What follows belongs to an exercise in optimizing a design on an open flow for small area, a short achievable clock period and few clock cycles; a production flow would make more cautious choices.
No functional check of the RTL was part of this run.

==> flow/design.v <==
module sha512_engine (
  input  wire        clk,
  input  wire        rst,           
  input  wire        req_valid,
  input  wire        req_we,
  input  wire [6:0]  req_addr,
  input  wire [63:0] req_wdata,
  output wire        req_ready,
  output reg         rsp_valid,
  output reg  [63:0] rsp_rdata
);
  reg [63:0] H  [0:7];      
  reg [63:0] hs [0:7];      
  reg [63:0] M  [0:31];
  reg [63:0] w  [0:15];     
  reg        busy;
  reg        done;
  reg        rnd;           
  reg        two;           
  reg        blk;           
  reg [5:0]  cnt;           
  function automatic [63:0] rotr(input [63:0] x, input integer n);
    rotr = (x >> n) | (x << (64 - n));
  endfunction
  function automatic [63:0] bsig0(input [63:0] x);
    bsig0 = rotr(x, 28) ^ rotr(x, 34) ^ rotr(x, 39);
  endfunction
  function automatic [63:0] bsig1(input [63:0] x);
    bsig1 = rotr(x, 14) ^ rotr(x, 18) ^ rotr(x, 41);
  endfunction
  function automatic [63:0] ssig0(input [63:0] x);
    ssig0 = rotr(x, 1) ^ rotr(x, 8) ^ (x >> 7);
  endfunction
  function automatic [63:0] ssig1(input [63:0] x);
    ssig1 = rotr(x, 19) ^ rotr(x, 61) ^ (x >> 6);
  endfunction
  function automatic [63:0] ch(input [63:0] x, input [63:0] y, input [63:0] z);
    ch = (x & y) ^ (~x & z);
  endfunction
  function automatic [63:0] maj(input [63:0] x, input [63:0] y, input [63:0] z);
    maj = (x & y) ^ (x & z) ^ (y & z);
  endfunction
  function automatic [63:0] iv_rom(input [2:0] idx);
    case (idx)
      3'd0: iv_rom = 64'h6a09e667f3bcc908;
      3'd1: iv_rom = 64'hbb67ae8584caa73b;
      3'd2: iv_rom = 64'h3c6ef372fe94f82b;
      3'd3: iv_rom = 64'ha54ff53a5f1d36f1;
      3'd4: iv_rom = 64'h510e527fade682d1;
      3'd5: iv_rom = 64'h9b05688c2b3e6c1f;
      3'd6: iv_rom = 64'h1f83d9abfb41bd6b;
      default: iv_rom = 64'h5be0cd19137e2179;
    endcase
  endfunction
  reg [63:0] k0, k1;
  reg [63:0] kn0, kn1;
  always @* begin
    case (cnt)
      6'd0: kn0 = 64'hb5c0fbcfec4d3b2f;
      6'd1: kn0 = 64'h3956c25bf348b538;
      6'd2: kn0 = 64'h923f82a4af194f9b;
      6'd3: kn0 = 64'hd807aa98a3030242;
      6'd4: kn0 = 64'h243185be4ee4b28c;
      6'd5: kn0 = 64'h72be5d74f27b896f;
      6'd6: kn0 = 64'h9bdc06a725c71235;
      6'd7: kn0 = 64'he49b69c19ef14ad2;
      6'd8: kn0 = 64'h0fc19dc68b8cd5b5;
      6'd9: kn0 = 64'h2de92c6f592b0275;
      6'd10: kn0 = 64'h5cb0a9dcbd41fbd4;
      6'd11: kn0 = 64'h983e5152ee66dfab;
      6'd12: kn0 = 64'hb00327c898fb213f;
      6'd13: kn0 = 64'hc6e00bf33da88fc2;
      6'd14: kn0 = 64'h06ca6351e003826f;
      6'd15: kn0 = 64'h27b70a8546d22ffc;
      6'd16: kn0 = 64'h4d2c6dfc5ac42aed;
      6'd17: kn0 = 64'h650a73548baf63de;
      6'd18: kn0 = 64'h81c2c92e47edaee6;
      6'd19: kn0 = 64'ha2bfe8a14cf10364;
      6'd20: kn0 = 64'hc24b8b70d0f89791;
      6'd21: kn0 = 64'hd192e819d6ef5218;
      6'd22: kn0 = 64'hf40e35855771202a;
      6'd23: kn0 = 64'h19a4c116b8d2d0c8;
      6'd24: kn0 = 64'h2748774cdf8eeb99;
      6'd25: kn0 = 64'h391c0cb3c5c95a63;
      6'd26: kn0 = 64'h5b9cca4f7763e373;
      6'd27: kn0 = 64'h748f82ee5defb2fc;
      6'd28: kn0 = 64'h84c87814a1f0ab72;
      6'd29: kn0 = 64'h90befffa23631e28;
      6'd30: kn0 = 64'hbef9a3f7b2c67915;
      6'd31: kn0 = 64'hca273eceea26619c;
      6'd32: kn0 = 64'heada7dd6cde0eb1e;
      6'd33: kn0 = 64'h06f067aa72176fba;
      6'd34: kn0 = 64'h113f9804bef90dae;
      6'd35: kn0 = 64'h28db77f523047d84;
      6'd36: kn0 = 64'h3c9ebe0a15c9bebc;
      6'd37: kn0 = 64'h4cc5d4becb3e42b6;
      6'd38: kn0 = 64'h5fcb6fab3ad6faec;
      default: kn0 = 64'h0;
    endcase
  end
  always @* begin
    case (cnt)
      6'd0: kn1 = 64'he9b5dba58189dbbc;
      6'd1: kn1 = 64'h59f111f1b605d019;
      6'd2: kn1 = 64'hab1c5ed5da6d8118;
      6'd3: kn1 = 64'h12835b0145706fbe;
      6'd4: kn1 = 64'h550c7dc3d5ffb4e2;
      6'd5: kn1 = 64'h80deb1fe3b1696b1;
      6'd6: kn1 = 64'hc19bf174cf692694;
      6'd7: kn1 = 64'hefbe4786384f25e3;
      6'd8: kn1 = 64'h240ca1cc77ac9c65;
      6'd9: kn1 = 64'h4a7484aa6ea6e483;
      6'd10: kn1 = 64'h76f988da831153b5;
      6'd11: kn1 = 64'ha831c66d2db43210;
      6'd12: kn1 = 64'hbf597fc7beef0ee4;
      6'd13: kn1 = 64'hd5a79147930aa725;
      6'd14: kn1 = 64'h142929670a0e6e70;
      6'd15: kn1 = 64'h2e1b21385c26c926;
      6'd16: kn1 = 64'h53380d139d95b3df;
      6'd17: kn1 = 64'h766a0abb3c77b2a8;
      6'd18: kn1 = 64'h92722c851482353b;
      6'd19: kn1 = 64'ha81a664bbc423001;
      6'd20: kn1 = 64'hc76c51a30654be30;
      6'd21: kn1 = 64'hd69906245565a910;
      6'd22: kn1 = 64'h106aa07032bbd1b8;
      6'd23: kn1 = 64'h1e376c085141ab53;
      6'd24: kn1 = 64'h34b0bcb5e19b48a8;
      6'd25: kn1 = 64'h4ed8aa4ae3418acb;
      6'd26: kn1 = 64'h682e6ff3d6b2b8a3;
      6'd27: kn1 = 64'h78a5636f43172f60;
      6'd28: kn1 = 64'h8cc702081a6439ec;
      6'd29: kn1 = 64'ha4506cebde82bde9;
      6'd30: kn1 = 64'hc67178f2e372532b;
      6'd31: kn1 = 64'hd186b8c721c0c207;
      6'd32: kn1 = 64'hf57d4f7fee6ed178;
      6'd33: kn1 = 64'h0a637dc5a2c898a6;
      6'd34: kn1 = 64'h1b710b35131c471b;
      6'd35: kn1 = 64'h32caab7b40c72493;
      6'd36: kn1 = 64'h431d67c49c100d4c;
      6'd37: kn1 = 64'h597f299cfc657e2a;
      6'd38: kn1 = 64'h6c44198c4a475817;
      default: kn1 = 64'h0;
    endcase
  end
  wire is_status_rd = !req_we && (req_addr == 7'h09);
  assign req_ready  = !busy || is_status_rd;
  wire acc          = req_valid && req_ready;
  wire acc_rd       = acc && !req_we;
  wire wr_idle      = req_valid && req_we && !busy;
  wire wr_h         = wr_idle && (req_addr[6:3] == 4'b0000);
  wire wr_m         = wr_idle && (req_addr[6:5] == 2'b01);
  wire wr_cmd       = wr_idle && (req_addr == 7'h08);
  wire start1       = wr_cmd && (req_wdata == 64'd1);
  wire start2       = wr_cmd && (req_wdata == 64'd2);
  wire start        = start1 || start2;
  wire       last  = rnd && (cnt == 6'd39);
  wire       feed  = busy && !rnd;
  reg  [3:0] m_sel;
  always @* begin
    if (!busy)
      m_sel = (req_addr[6:3] == 4'b0001) ? 4'd0 : req_addr[4:1];
    else if (feed)
      m_sel = 4'b1000;
    else
      m_sel = {blk, cnt[2:0] + 3'd1};
  end
  wire [63:0] m_even = M[{m_sel, 1'b0}];
  wire [63:0] m_odd  = M[{m_sel, 1'b1}];
  reg [63:0] rd_value;
  always @* begin
    if (req_addr[6:3] == 4'b0000)
      rd_value = H[req_addr[2:0]];
    else if (req_addr == 7'h09)
      rd_value = {62'd0, done, busy};
    else if (req_addr[6:5] == 2'b01)
      rd_value = req_addr[0] ? m_odd : m_even;
    else
      rd_value = 64'd0;
  end
  always @(posedge clk) begin
    if (rst)
      rsp_valid <= 1'b0;
    else
      rsp_valid <= acc_rd;
    if (acc_rd)
      rsp_rdata <= rd_value;
  end
  wire [63:0] a = H[0], b = H[1], c = H[2], d = H[3];
  wire [63:0] e = H[4], f = H[5], g = H[6], h = H[7];
  wire [63:0] a1, a2, e1, e2;
  sha512_pair u_pair (
    .a(a), .b(b), .c(c), .d(d), .e(e), .f(f), .g(g), .h(h),
    .k0(k0), .k1(k1), .w0(w[14]), .w1(w[15]),
    .a1(a1), .e1(e1), .a2(a2), .e2(e2)
  );
  wire [63:0] fp = (rnd ? hs[2] : hs[0]) + a;
  wire [63:0] fq = (rnd ? hs[3] : hs[1]) + b;
  wire [63:0] fr = (rnd ? hs[6] : hs[4]) + e;
  wire [63:0] fs = (rnd ? hs[7] : hs[5]) + f;
  wire [63:0] s0 = ssig1(w[14]) + w[9]  + ssig0(w[1]) + w[0];
  wire [63:0] s1 = ssig1(w[15]) + w[10] + ssig0(w[2]) + w[1];
  wire        from_m = (cnt < 6'd7);
  integer i;
  always @(posedge clk) begin
    for (i = 0; i < 14; i = i + 1)
      w[i] <= w[i + 2];
    if (!busy || feed || from_m) begin
      w[14] <= m_even;
      w[15] <= m_odd;
    end else begin
      w[14] <= s0;
      w[15] <= s1;
    end
    if (wr_m)
      M[req_addr[4:0]] <= req_wdata;
    if (busy && rnd) begin
      k0 <= kn0;
      k1 <= kn1;
    end else begin
      k0 <= 64'h428a2f98d728ae22;
      k1 <= 64'h7137449123ef65cd;
    end
    if (!busy) begin
      if (wr_h)
        H[req_addr[2:0]] <= req_wdata;
      if (start2)
        for (i = 0; i < 8; i = i + 1)
          H[i] <= iv_rom(i[2:0]);
      if (start)
        for (i = 0; i < 8; i = i + 1)
          hs[i] <= start2 ? iv_rom(i[2:0]) : H[i];
    end else if (rnd) begin
      H[0] <= a2;
      H[1] <= a1;
      H[4] <= e2;
      H[5] <= e1;
      if (last) begin
        H[2] <= fp;
        H[3] <= fq;
        H[6] <= fr;
        H[7] <= fs;
      end else begin
        H[2] <= a;
        H[3] <= b;
        H[6] <= e;
        H[7] <= f;
      end
    end else begin
      H[0] <= fp;
      H[1] <= fq;
      H[4] <= fr;
      H[5] <= fs;
      hs[0] <= fp;
      hs[1] <= fq;
      hs[2] <= c;
      hs[3] <= d;
      hs[4] <= fr;
      hs[5] <= fs;
      hs[6] <= g;
      hs[7] <= h;
    end
    if (rst) begin
      busy <= 1'b0;
      done <= 1'b0;
      rnd  <= 1'b0;
      two  <= 1'b0;
      blk  <= 1'b0;
      cnt  <= 6'd0;
    end else if (!busy) begin
      if (start) begin
        busy <= 1'b1;
        done <= 1'b0;
        rnd  <= 1'b1;
        two  <= start2;
        blk  <= 1'b0;
        cnt  <= 6'd0;
      end
    end else if (rnd) begin
      cnt <= cnt + 6'd1;
      if (last)
        rnd <= 1'b0;
    end else begin
      cnt <= 6'd0;
      if (two && !blk) begin
        blk <= 1'b1;
        rnd <= 1'b1;
      end else begin
        busy <= 1'b0;
        done <= 1'b1;
      end
    end
  end
endmodule
module sha512_pair (
  input  wire [63:0] a, b, c, d, e, f, g, h,
  input  wire [63:0] k0, k1, w0, w1,
  output wire [63:0] a1, e1, a2, e2
);
  function automatic [63:0] rotr(input [63:0] x, input integer n);
    rotr = (x >> n) | (x << (64 - n));
  endfunction
  function automatic [63:0] bsig0(input [63:0] x);
    bsig0 = rotr(x, 28) ^ rotr(x, 34) ^ rotr(x, 39);
  endfunction
  function automatic [63:0] bsig1(input [63:0] x);
    bsig1 = rotr(x, 14) ^ rotr(x, 18) ^ rotr(x, 41);
  endfunction
  function automatic [63:0] ch(input [63:0] x, input [63:0] y, input [63:0] z);
    ch = (x & y) ^ (~x & z);
  endfunction
  function automatic [63:0] maj(input [63:0] x, input [63:0] y, input [63:0] z);
    maj = (x & y) ^ (x & z) ^ (y & z);
  endfunction
  function automatic [127:0] csa(input [63:0] x, input [63:0] y, input [63:0] z);
    csa = {((x & y) | (x & z) | (y & z)) << 1, x ^ y ^ z};
  endfunction
  wire [63:0]  s1e = bsig1(e);
  wire [63:0]  cha = ch(e, f, g);
  wire [127:0] hkw = csa(h, w0, k0);
  wire [127:0] ea0 = csa(s1e, cha, d);
  wire [127:0] ea1 = csa(ea0[63:0], ea0[127:64], hkw[63:0]);
  wire [127:0] ea2 = csa(ea1[63:0], ea1[127:64], hkw[127:64]);
  assign e1 = ea2[63:0] + ea2[127:64];
  wire [127:0] aa0 = csa(s1e, cha, bsig0(a));
  wire [127:0] aa1 = csa(hkw[63:0], hkw[127:64], maj(a, b, c));
  wire [127:0] aa2 = csa(aa0[63:0], aa0[127:64], aa1[63:0]);
  wire [127:0] aa3 = csa(aa2[63:0], aa2[127:64], aa1[127:64]);
  assign a1 = aa3[63:0] + aa3[127:64];
  wire [127:0] gkw = csa(g, w1, k1);
  wire [127:0] eb0 = csa(gkw[63:0], gkw[127:64], c);
  wire [127:0] eb1 = csa(bsig1(e1), ch(e1, e, f), eb0[63:0]);
  wire [127:0] eb2 = csa(eb1[63:0], eb1[127:64], eb0[127:64]);
  assign e2 = eb2[63:0] + eb2[127:64];
  wire [127:0] ab0 = csa(bsig1(e1), ch(e1, e, f), gkw[63:0]);
  wire [127:0] ab1 = csa(bsig0(a1), maj(a1, a, b), gkw[127:64]);
  wire [127:0] ab2 = csa(ab0[63:0], ab0[127:64], ab1[63:0]);
  wire [127:0] ab3 = csa(ab2[63:0], ab2[127:64], ab1[127:64]);
  assign a2 = ab3[63:0] + ab3[127:64];
endmodule
==> flow/flow/run.sh <==
#!/bin/bash
# Own flow: the standard layout (standard.sh), with two changes:
#  - synthesis runs flow/my_synth.tcl: the standard script, except that the combinational
#    two-round module is mapped for speed without adder cells (see my_synth.tcl);
#  - timing repair aims at a setup slack of SETUP_SLACK_MARGIN ns at the design's clock
#    period (constraint.sdc is not changed).
# Every tool's output goes to orfs/logs (per step) and to run_make.log here.
set -euo pipefail
W=$(pwd)
F=$W/flow
bash "$W/standard.sh" \
  SYNTH_SCRIPT="$F/my_synth.tcl" SYNTH_HIERARCHICAL=1 ABC_CLOCK_PERIOD_IN_PS=3000 \
  SETUP_SLACK_MARGIN=9 \
  finish > "$W/run_make.log" 2>&1
==> flow/flow/abc_fast.script <==
strash
dch
map -D 5000
buffer -c
topo
upsize -c
dnsize -c
==> flow/flow/my_synth.tcl <==
set my_dir [file dirname [file normalize [info script]]]
set my_fast_modules {sha512_pair}

proc synth {args} { yosys synth -nofsm -noshare {*}$args }

proc my_other_modules {} { return {sha512_engine} }

proc extract_fa {args} {
  foreach m [my_other_modules] { yosys extract_fa {*}$args $m }
}

proc abc {args} {
  foreach m [my_other_modules] { yosys abc {*}$args $m }
  set i [lsearch $args -script]
  if {$i >= 0} { lset args [expr {$i + 1}] [file join $::my_dir abc_fast.script] }
  foreach m $::my_fast_modules { yosys abc {*}$args $m }
}

source $::env(SCRIPTS_DIR)/synth.tcl
# left out here: clear keep_hierarchy, flatten, clean up, hide names made inside functions, write 1_2_yosys.v
==> flow/standard.sh <==
#!/bin/bash
# synth_recipe.tcl (not shown) runs the flow's synth.tcl, then flattens the netlist and writes it again
# the make line also repeats each setting of config.mk as NAME=value (left out here)
make -C /OpenROAD-flow-scripts/flow DESIGN_CONFIG=/design/flow/config.mk WORK_HOME=/design/flow/orfs CLKGATE_MAP_FILE= SYNTH_SCRIPT=/design/flow/synth_recipe.tcl "${@:-finish}"
==> flow/config.mk <==
export PLATFORM = sky130hd
export DESIGN_NAME = sha512_engine
export DESIGN_NICKNAME = sha512_engine
export VERILOG_FILES = /design/flow/design.v
export SDC_FILE = /design/flow/constraint.sdc
export NUM_CORES = 8
export LEC_CHECK = 0
export CAP_MARGIN = 20
export CORE_MARGIN = 2
export CORE_UTILIZATION = 45
export PLACE_DENSITY = 0.65
export SLEW_MARGIN = 20
export SYNTH_MEMORY_MAX_BITS = 16384
==> flow/constraint.sdc <==
create_clock -name core_clock -period 16.0 [get_ports {clk}]
set_input_delay 3.2000 -clock core_clock [delete_from_list [all_inputs] [get_ports {clk}]]
set_output_delay 3.2000 -clock core_clock [all_outputs]
set_load 0.01 [all_outputs]
==> summary.md <==
| Metric | Value |
|---|---|
| Worst Tran Pin Value | 3630 ps |
| H-tree levels | 5 |
| Worst path most repeated cell | nand2_1 |
| Hold path start | w[5][54]$_DFF_P_ |
| Initial antenna violation count | 344 |
| Nets | 31700 |
| Relative slew margins | -142% |
| Chip width | 764 µm |
| Max clock buf depth | 4 |
| FF+latch count, synth | 4300 |
| Setup TNS | 0 ps |
| Fin. max-slew vios | 57 |
| Fin Clk Skew | 149 ps |
| Final hold violation count | 0 |
| Detailed-route via count | 271000 |
| Worst r2r src | H[4][40]$_DFFE_PP_ |
| Core area | 576000 µm² |
| Place WS | 3310 ps |
| Layout check faults | capacitance limit, slew limit |
| YS warnings | 12 |
| Initial core utilization | 45.1% |
| Vias in the first global route | 232000 |
| CP arrival | 10280 ps |
| CTS tree | done |
| Area delta synth->final | 27.7% |
| Global Route Usage Sum | 57.1% |
| Fin worst setup slack | 6570 ps |
| Antenna Nets Post-Route | 0 |
| Max incr delay on CP | 530 ps |
| Worst-path fanout max | 5 |
| Mapped cell area | 260000 µm² |
| Status | finished with violations |
| DIE HEIGHT | 764 µm |
| Worst path required time | 16850 ps |
| DRC | 0 |
| Final GP Congestion | 1.24 |
| Grt total ovfl | 0 |
| Post-synth ARST share | 0% |
| Row Count | 279 |
| Syn nets | 30000 |
| Avg Synthesized Cell Area | 8.88 µm² |
| Largest net degree at the start of global routing | 160 |
| Clk sinks | 4300 |
| Primary FF master, synth | edfxtp_1 |
| IO buf count | 140 |
| Critical Path End Type | flop |
| Crit share post-route | 58.9% |
| Clock-pin slew on the worst setup and hold paths | 70 ps |
| Initial DRT Pass Iterations | 17 |
| CP startpoint | H[4][40]$_DFFE_PP_ |
| Unrepaired setup endpoints after global routing | true |
| # hold bufs at CTS | 0 |
| CP Launch Type | flop |
| Peak Freq | 106 MHz |
| Fillcell total | 50200 |
| I/O Pins | 141 |
| DR WL/cell | 43.5 µm |
| Critical path class | flop to flop |
| Vias/cell | 6.80 |
| Final critical-path required period | 9430 ps |
| Dpl cell area | 274000 µm² |
| Synth Instances | 29200 |
| Detailed Route WL | 1730 mm |
| CTS buffer count | 455 |
| Final setup fails | 0 |
| Die area | 583000 µm² |
| Hold Crit Class | flop to flop |
| Max cap viols | 6 |
| Slowest-stage cell, CP | buf_4 |
| Post-DP HPWL | 1310 mm |
| Root Driver | clkbuf_16 |
| Post-synth cell types | 145 |
| Sequential share of the synthesized area | 45.2% |
| Design area | 332000 µm² |
| First-pass GRT wire length | 2200 mm |
| Post-synth EDFFs | 3136 |
| Number of DRC markers in iteration 0 | 49300 |
| Proportion of layout cells with a drive suffix above 1 | 23.8% |
| Clock latency on the worst-skew pair | 1210 ps |
==> registers in the layout, summed over array words and instances, names as in the netlist <==
register and count:
two 1, rsp_rdata 64, M 2048, rsp_valid 1
k1 64, done 1, busy 1, cnt 6
rnd 1, blk 1, k0 64, w 1024
H 512, hs 512
==> per-module statistics from Yosys, one instance, submodules excluded <==
module | cells | area, µm²
sha512_engine | 17400 | 198000
sha512_pair | 11800 | 61600
==> final cells by class <==
type / instances / area (µm²) / share of cell area (%)
Antenna cell: 926 / 2320 / 0.699
Clock buffer: 579 / 12400 / 3.74
Sequential cell: 4300 / 118000 / 35.5
Clock inverter: 268 / 3120 / 0.942
Multi-Input combinational cell: 21600 / 154000 / 46.5
Inverter: 2163 / 8290 / 2.50
Timing Repair Buffer: 2464 / 24100 / 7.28
Tap cell: 7587 / 9490 / 2.86
==> stage by stage <==
| stage | hold WS [ps] | cells | utilization [%] |
|---|---|---|---|
| 2_1_floorplan | 310 | 29200 | - |
| 3_3_place_gp | 310 | 36600 | 47.4 |
| 3_5_place_dp | 312 | 36600 | 47.5 |
| 4_1_cts | 279 | 38500 | 55.5 |
| 5_1_grt | 286 | 39400 | 57.4 |
| 6_report | 292 | 39900 | 57.6 |
==> metal layers <==
layer  vias up  GRT usage [%]  share of wire, %
li1     105000              -                 -
met3      7862           34.5                17
met4       173           54.1                12
met1    132000           63.4                33
met5         -           8.04              0.37
met2     25900           73.2                37
==> path summary, 6_finish.rpt <==
path,end,slack [ps],cells past startpoint
min reg2reg,w[3][54]$_DFF_P_,290,0
max reg2reg,H[0][62]$_DFFE_PP_,6570,49
min,w[3][54]$_DFF_P_,290,0
max,H[0][62]$_DFFE_PP_,6570,49
==> synth_stat cells, types with 205 or more instances <==
| cell | instances | area [µm²] |
|---|---|---|
| a21o_1 | 478 | 3590 |
| a21oi_1 | 1742 | 8720 |
| a311oi_1 | 363 | 3180 |
| a31oi_1 | 308 | 1930 |
| and2_1 | 278 | 1740 |
| and3_1 | 270 | 1690 |
| clkbuf_1 | 979 | 3670 |
| dfxtp_1 | 1164 | 23300 |
| edfxtp_1 | 3136 | 94200 |
| fa_1 | 256 | 5120 |
| ha_1 | 401 | 5020 |
| inv_1 | 2103 | 7890 |
| mux2_2 | 253 | 2850 |
| nand2_1 | 6670 | 25000 |
| nand2b_1 | 205 | 1280 |
| nand3_1 | 1316 | 6590 |
| nand4_1 | 291 | 1820 |
| nor2_1 | 2012 | 7550 |
| nor3_1 | 217 | 1090 |
| o21ai_0 | 1220 | 6110 |
| o21ai_1 | 326 | 1630 |
| xnor2_1 | 1095 | 9590 |
| xor2_1 | 1194 | 10500 |
==> cells by family after synthesis <==
group                    after synthesis  share of synthesized area [%]
AO/OA/AOI/OAI                       6033                           14.8
XOR/XNOR                            2379                           8.38
adder cells (fa/ha/maj)              665                           3.94
buffers and inverters               3372                           4.93
flip-flops                          4300                           45.2
multiplexers                         544                           2.84
AND/OR/NAND/NOR                    12000                           19.9
==> critical path: cells and delay by family (launching register included) <==
family | cells | cell delay (ps)
xor gates and xnor gates | 5 | 1210
buffers and inverters | 10 | 1750
AOI/OAI and AO/OA | 9 | 1660
DFF | 1 | 430
and+or+nand+nor | 25 | 3930
==> layout by cell type (no fill, tap or decap), types with 274 or more instances in the layout <==
cell type / synthesis / final
a21o_1: 478 / 448
a21oi_1: 1742 / 1372
a311oi_1: 363 / 362
a31oi_1: 308 / 274
buf_12: 0 / 314
buf_4: 5 / 1715
clkbuf_16: 0 / 471
dfxtp_1: 1164 / 1099
diode_2: 0 / 926
edfxtp_1: 3136 / 3136
ha_1: 401 / 400
inv_1: 2103 / 2020
nand2_1: 6670 / 5938
nand2_2: 46 / 517
nand3_1: 1316 / 1143
nand4_1: 291 / 291
nor2_1: 2012 / 1483
nor2_4: 8 / 372
o21ai_0: 1220 / 915
o21ai_1: 326 / 346
xnor2_1: 1095 / 918
xor2_1: 1194 / 711
==> what timing repair did <==
item | 4_1_cts | 5_1_grt
gates resized for setup | 4231 | 1236
buffers inserted | 1056 | 412
cloned | 3 | 6
endpoints found under the setup margin | 1411 | 849
pin swaps | 773 | 647

-- afterwards: timing with drivers on the ports --
No port has a modelled driver above. Below, the same layout with a new extraction and two added sets of constraints. Step 1 (the two cells are an assumption about what drives the block):
set clk [get_ports {clk}]
set_driving_cell -lib_cell sky130_fd_sc_hd__clkbuf_16 $clk
set_driving_cell -lib_cell sky130_fd_sc_hd__buf_2 [delete_from_list [all_inputs] $clk]
Step 2 times the ports against the registers' clock, not the clock port: input delays grow and output delays shrink by t, the midpoint of the rising clock arrivals with the driver on. a / b / c = no drivers / after step 1 / after step 2; a / b = the first two.
t (ns): 1.300
setup slack, ns: 6.569 / 6.569 / 6.569
slew at the worst register clock pin (ns): 0.10 / 0.10
worst data-port slew with drivers (ns): 0.18
cell pins on the clock port's net: 1
For this run, drivers alone change the setup slack by 0.000 ns; drivers and shift together by 0.000 ns.
